Context: an optimization exercise on an open-source flow, tuned for small area. The choices shown serve that exercise and are no tape-out recipe. The RTL was checked by simulation tests, not by an equivalence proof against the original design.

**design/flow/config.mk**
```make
export PLATFORM = sky130hd
export DESIGN_NAME = ffm_sensor_link
export DESIGN_NICKNAME = ffm_sensor_link
export VERILOG_FILES = /design/flow/design.v
export SDC_FILE = /design/flow/constraint.sdc
export NUM_CORES = 4
export LEC_CHECK = 0
export CAP_MARGIN = 20
export CORE_MARGIN = 2
export CORE_UTILIZATION = 40
export SLEW_MARGIN = 20
```
**design/flow/constraint.sdc**
```tcl
create_clock -name core_clock -period 20.0 [get_ports {clk}]
set_input_delay 4.0000 -clock core_clock [delete_from_list [all_inputs] [get_ports {clk}]]
set_output_delay 4.0000 -clock core_clock [all_outputs]
set_load 0.01 [all_outputs]
```
**design/flow/design.v**
```verilog
module ffm_sensor_link (
    input  wire        clk,
    input  wire        rst,
    input  wire        rx_valid,
    input  wire [7:0]  rx_data,
    output reg         adc_req,
    output reg  [1:0]  adc_chan,
    input  wire        adc_valid,
    input  wire [11:0] adc_data,
    output wire        tx_valid,
    output wire [7:0]  tx_data,
    input  wire        tx_ready
);
    localparam [7:0]  QLEN      = 8'h04;
    localparam [3:0]  CMD_PROBE = 4'h8;
    localparam [3:0]  CMD_TYPE  = 4'h9;
    localparam [3:0]  CMD_VALUE = 4'hA;
    localparam [15:0] TYPE0 = 16'h0201;     
    localparam [15:0] TYPE1 = 16'h0403;     
    localparam [1:0]  CHAN0 = 2'd1;
    localparam [1:0]  CHAN1 = 2'd2;
    localparam integer K1   = 3300;
    localparam integer OFF1 = 500;
    localparam integer K2   = 36300;
    localparam [1:0] S_LISTEN = 2'd0;
    localparam [1:0] S_ADC    = 2'd1;
    localparam [1:0] S_TX     = 2'd2;
    reg [1:0]  state;
    reg [1:0]  n;             
    reg [15:0] ck;            
    reg [7:0]  qcmd;          
    reg [7:0]  prev;          
    reg        sens;          
    reg        seeded [0:1];
    reg [18:0] acc    [0:1];
    reg [7:0]  rb [0:7];
    reg [3:0]  rb_len;
    reg [3:0]  rb_pos;
    integer i;
    wire [15:0] trailer = {rx_data, prev};
    wire [3:0]  q_idx   = qcmd[3:0];
    wire [3:0]  q_op    = qcmd[7:4];
    wire [15:0] q_type  = (q_idx == 4'd1) ? TYPE0 : (q_idx == 4'd2) ? TYPE1 : 16'h0000;
    wire        q_wd_ok = (q_type[15:8] == 8'd2) || (q_type[15:8] == 8'd4);
    wire [15:0] type_ck = 16'hFFFF - (16'd6 + qcmd + q_type[7:0] + q_type[15:8]);
    wire [18:0] acc_old  = acc[sens];
    wire [18:0] acc_new  = seeded[sens] ? ({7'd0, adc_data} + acc_old - (acc_old >> 7))
                                        : {adc_data, 7'd0};
    wire [11:0] filt     = acc_new[18:7];
    wire [31:0] prod0    = filt * K1;
    wire [31:0] prod1    = filt * K2;
    wire [31:0] value0   = (prod0 >> 12) - OFF1;
    wire [31:0] value1   = prod1 >> 12;
    wire [7:0]  val_len  = sens ? 8'd8 : 8'd6;
    wire [31:0] value    = sens ? value1 : value0;
    wire [15:0] val_sum  = val_len + qcmd + value[7:0] + value[15:8] +
                           (sens ? (value[23:16] + value[31:24]) : 16'd0);
    wire [15:0] val_ck   = 16'hFFFF - val_sum;
    assign tx_valid = (state == S_TX);
    assign tx_data  = rb[rb_pos[2:0]];
    always @(posedge clk) begin
        if (rst) begin
            state    <= S_LISTEN;
            n        <= 2'd0;
            ck       <= 16'd0;
            qcmd     <= 8'd0;
            prev     <= 8'd0;
            sens     <= 1'b0;
            adc_req  <= 1'b0;
            adc_chan <= 2'd0;
            rb_len   <= 4'd0;
            rb_pos   <= 4'd0;
            for (i = 0; i < 2; i = i + 1) begin
                seeded[i] <= 1'b0;
                acc[i]    <= 19'd0;
            end
            for (i = 0; i < 8; i = i + 1)
                rb[i] <= 8'd0;
        end else begin
            case (state)
                S_LISTEN: begin
                    if (rx_valid) begin
                        case (n)
                            2'd0: begin
                                if (rx_data == QLEN) begin
                                    ck <= 16'hFFFF - QLEN;
                                    n  <= 2'd1;
                                end
                            end
                            2'd1: begin
                                qcmd <= rx_data;
                                ck   <= ck - rx_data;
                                n    <= 2'd2;
                            end
                            2'd2: begin
                                prev <= rx_data;
                                n    <= 2'd3;
                            end
                            default: begin
                                n    <= 2'd0;
                                prev <= 8'd0;
                                if (trailer == ck && q_idx != 4'd0 && q_type != 16'd0) begin
                                    case (q_op)
                                        CMD_PROBE: begin
                                            rb[0]  <= QLEN;
                                            rb[1]  <= qcmd;
                                            rb[2]  <= prev;
                                            rb[3]  <= rx_data;
                                            rb_len <= 4'd4;
                                            rb_pos <= 4'd0;
                                            state  <= S_TX;
                                        end
                                        CMD_TYPE: begin
                                            rb[0]  <= 8'd6;
                                            rb[1]  <= qcmd;
                                            rb[2]  <= q_type[7:0];
                                            rb[3]  <= q_type[15:8];
                                            rb[4]  <= type_ck[7:0];
                                            rb[5]  <= type_ck[15:8];
                                            rb_len <= 4'd6;
                                            rb_pos <= 4'd0;
                                            state  <= S_TX;
                                        end
                                        CMD_VALUE: begin
                                            if (q_wd_ok) begin
                                                sens     <= (q_idx == 4'd2);
                                                adc_chan <= (q_idx == 4'd2) ? CHAN1 : CHAN0;
                                                adc_req  <= 1'b1;
                                                state    <= S_ADC;
                                            end
                                        end
                                        default: ;
                                    endcase
                                end
                            end
                        endcase
                    end
                end
                S_ADC: begin
                    if (adc_valid) begin
                        adc_req      <= 1'b0;
                        acc[sens]    <= acc_new;
                        seeded[sens] <= 1'b1;
                        rb[0] <= val_len;
                        rb[1] <= qcmd;
                        rb[2] <= value[7:0];
                        rb[3] <= value[15:8];
                        if (sens) begin
                            rb[4] <= value[23:16];
                            rb[5] <= value[31:24];
                            rb[6] <= val_ck[7:0];
                            rb[7] <= val_ck[15:8];
                        end else begin
                            rb[4] <= val_ck[7:0];
                            rb[5] <= val_ck[15:8];
                        end
                        rb_len <= val_len[3:0];
                        rb_pos <= 4'd0;
                        state  <= S_TX;
                    end
                end
                S_TX: begin
                    if (tx_ready) begin
                        rb_pos <= rb_pos + 4'd1;
                        if (rb_pos + 4'd1 == rb_len)
                            state <= S_LISTEN;
                    end
                end
                default: state <= S_LISTEN;
            endcase
        end
    end
endmodule
```
**design/flow/run.sh**
```bash
#!/bin/bash
# synth_recipe.tcl (not shown) runs the flow's synth.tcl, then flattens the netlist and writes it again
# the make line also repeats each setting of config.mk as NAME=value (left out here)
make -C /OpenROAD-flow-scripts/flow DESIGN_CONFIG=/design/flow/config.mk WORK_HOME=/design/flow/orfs CLKGATE_MAP_FILE= SYNTH_SCRIPT=/design/flow/synth_recipe.tcl finish
```
==> run summary <==
run status finished clean; count of placed standard cells including taps 2100; CTS Buf Count 17; pins over their slew limit 0; critical setup path kind primary input to flop; number of remaining DRC errors 0; number of cell rows 69; CP Data Arrival Time 17000 ps; clk latency of the worst-skew pair 430 ps; Synth Area in Simple Gates 13.46%; Worst Setup Slack, final 3368 ps; count of warnings emitted by yosys 2; tightest slew margin relative to the limit 30.14%; Final setup viols 0; setup slack of the worst register-to-register path 5760 ps; sequential cell area fraction in the yosys report 21.41%; Post-CTS Setup Inserts 0; commonest non-fill, non-tap cell in the layout sky130_fd_sc_hd__inv_1; Pre-Repair DR Iteration Count 5; sum of negative setup slack 0 ps; Starting DRT DRC Count 698; Clock Sinks 135; maximum clock skew at final layout 13.75 ps; Avg WL per Cell 18.36 µm; first-pass GRT wire length 64.09 mm; post-synthesis cell type with the largest combined area sky130_fd_sc_hd__ha_1; Horiz. Die Dim 193.7 µm; Main synth FF type sky130_fd_sc_hd__dfxtp_1; number of nets in the synthesized netlist 1979; CP Capture Type flop; Area Overhead vs Synth 9.714%; Post-CTS Hold Buffers 0; worst slack, placed 3061 ps; fraction of the mapped netlist area in compound gates 16.23%; maximum root-to-sink buffer count 2; multiplexer share of the synthesized area 3.519%; Reg-to-Reg End rb[5][2]; Final Net Count 1984; standard cell area after detailed placement 15180 µm²; Setup crit start kind primary input; post-synthesis share of cell area spent on xor and xnor gates 6.142%; most prevalent standard cell on the critical path sky130_fd_sc_hd__inv_1; FF-to-FF path depth 52; GPL Wtd Cong 0.9010; DIE AREA 37540 µm²; vias in the first global route 11.99k; count of max-cap constraint violations 0; Post-Layout Cell Count 2132; count of cells resized by post-cts repair 0; Mapped Avg Cell Area 8.712 µm²; number of nets still failing antenna checks after routing 0; top-level port count 37; Synth Area in Adders 31.36%; count of inserted antenna diode cells 0; count of vias placed by the detailed router 11.64k; Worst Hold Depth 2; Detailed Route WL 39.15 mm; achievable clock frequency 60.13 MHz; layout cells sized above 1 4.788%; origin of the worst min-delay path rb[1][5]; Die Height 193.7 µm; CTS tree built; top area cells in the synthesized netlist sky130_fd_sc_hd__ha_1, sky130_fd_sc_hd__fa_1, sky130_fd_sc_hd__dfxtp_1, sky130_fd_sc_hd__edfxtp_1, sky130_fd_sc_hd__inv_1; time the worst path needs with I/O delays and setup 16630 ps; synthesis-stage register bit count 135; period utilisation layout 83.16%; count of input and output buffers 36; Async SR Flop Fraction 0%; classification of the worst-slack hold path flop to flop; maximum fanout encountered on the critical timing path 7; commonest cells after routing, fill and taps aside sky130_fd_sc_hd__inv_1, sky130_fd_sc_hd__ha_1, sky130_fd_sc_hd__nor2_1, sky130_fd_sc_hd__a21oi_1, sky130_fd_sc_hd__nand2_1; remaining global-route overflow 0; pin count of the biggest net entering global routing 64; Design Area, Final 15800 µm²; vias per cell 5.458; number of H-tree branching levels 4; CP Buf/Inv Count 9; hold violation count in the final report 0; RSZ-0062 raised after global routing false; antenna violations before repair 0; initial cell density of the core 40.59%; count of unique library cells instantiated by Yosys 81; number of instances in the synthesized netlist 1653; Slowest cell on crit path sky130_fd_sc_hd__a21oi_1; placeable core area 35480 µm²; Least-Margin Pin Slew 1048 ps; Hold Path End rb[1][5]; clock slew at reported path FFs 70 ps; global-route usage over all layers 21.37%; area share of the largest cell type after synthesis 17.46%; number of enable flip-flop cells after synthesis 38; dominant combinational cell family by area after synthesis adder cells; largest incremental delay on the critical path 800 ps; clock tree root buffer cell sky130_fd_sc_hd__clkbuf_16; synthesized cell area 14400 µm²; top cell family by delay on the critical path adder cells; number of fill cells 3506; worst endpoint required time 20370 ps; detailed placement HPWL 31.20 mm
[synth_stat cells (all sizes together) (6+ instances only)]
library cell / instances
o211ai: 7
edfxtp: 38
mux2i: 40
clkbuf: 51
a21o: 31
inv: 235
o21a: 12
buf: 10
nor3: 30
or2: 11
nand4: 9
xnor2: 60
nor2: 148
mux2: 8
ha: 201
fa: 100
nor3b: 8
o311a: 6
and3: 14
nor2b: 9
nand3: 29
o22ai: 8
or3: 9
o21ai: 66
o31ai: 7
xor2: 41
nand2: 102
a211oi: 12
o21bai: 12
a31oi: 16
a221oi: 11
dfxtp: 97
a22o: 8
nand2b: 18
a21oi: 115
and2: 9
[through the flow]
stage / hold WS, ps / utilization, %
2_1_floorplan: 419.6 / -
3_3_place_gp: 439.8 / 42.78
3_5_place_dp: 441.5 / 42.78
4_1_cts: 458.1 / 44.49
5_1_grt: 481.8 / 44.53
6_report: 457.6 / 44.53
[logic make-up (layout without fill, tap and decap cells)]
family | count (synthesis) | in the layout
other | 2 | 2
DFF | 135 | 135
adders and majority gates | 301 | 301
xor gates and xnor gates | 101 | 101
buffers and inverters | 298 | 316
AOI/OAI and AO/OA | 355 | 355
muxes | 48 | 48
and+or+nand+nor | 413 | 413
[registers in the layout, indices dropped and copies added, names as in the netlist, named ones only]
name      flops
prev          8
rb           48
ck           16
n             2
adc_chan      2
adc_req       1
rb_pos        4
seeded        2
rb_len        3
qcmd          8
acc          38
state         2
[worst max-delay path by stage]
stage / startpoint / endpoint / depth (start not counted)
final: adc_data[4] / rb[5][2] / 51
after global routing: adc_data[4] / rb[5][2] / 51
after CTS: adc_data[4] / rb[5][2] / 51
after detailed placement: adc_data[4] / rb[5][2] / 51
after global placement: adc_data[4] / rb[5][2] / 51
after floorplan: adc_data[4] / rb[5][2] / 51
[final cells by class]
type | count | area [µm²] | share of cell area, %
multi-input cells | 1220 | 10200 | 64.58
flip-flops and latches | 135 | 3083 | 19.51
inverters | 237 | 889.6 | 5.630
well taps | 461 | 576.8 | 3.651
clock buffers | 19 | 442.9 | 2.803
repair buffers | 47 | 437.9 | 2.772
clock inverters | 13 | 166.4 | 1.053
[worst register-to-register path, delay by kind of cell, from the launching register on]
kind	cells	cell delay, ps
xor gates and xnor gates	1	170
DFF	1	780
muxes	2	760
adders and majority gates	14	5780
buffers and inverters	9	1180
and+or+nand+nor	12	2280
AOI/OAI and AO/OA	14	3240
[metal layers]
layer  track usage, %  wire [µm]  up-vias  part of all wire (%)
met5                0          0        -                     0
met4            8.171       1451        0                   3.7
met3            2.783       1349       64                   3.4
met2            35.17      18130      236                    46
met1            28.59      18210     5672                    47
li1                 -          -     5665                     -

## afterwards: timing with drivers on the ports
No port has a modelled driver above. Below, the same layout with a new extraction and two added sets of constraints. Step 1, drivers: a clkbuf_16 drives clk and a buf_2 each remaining input, both assumed. Step 2 adds t to the input delays and takes it off the output delays; t is the mean of the earliest and latest rising clock arrival at the registers after step 1. Input paths then give back, and output paths get back, about the clock's delay inside the block. a / b / c = no drivers / after step 1 / after step 2; a / b = the first two.
shift t [ns]: 0.474
setup slack, ns: 3.368 / 3.393 / 2.919
hold slack, ns: 0.458 / 0.458 / 0.458
clock arrival spread, ns: 0.017 / 0.016
worst data-port slew with drivers (ns): 0.04
After both steps setup and hold are still met in this run. For this run, drivers alone change the setup slack by +0.025 ns; drivers and shift together by -0.449 ns.
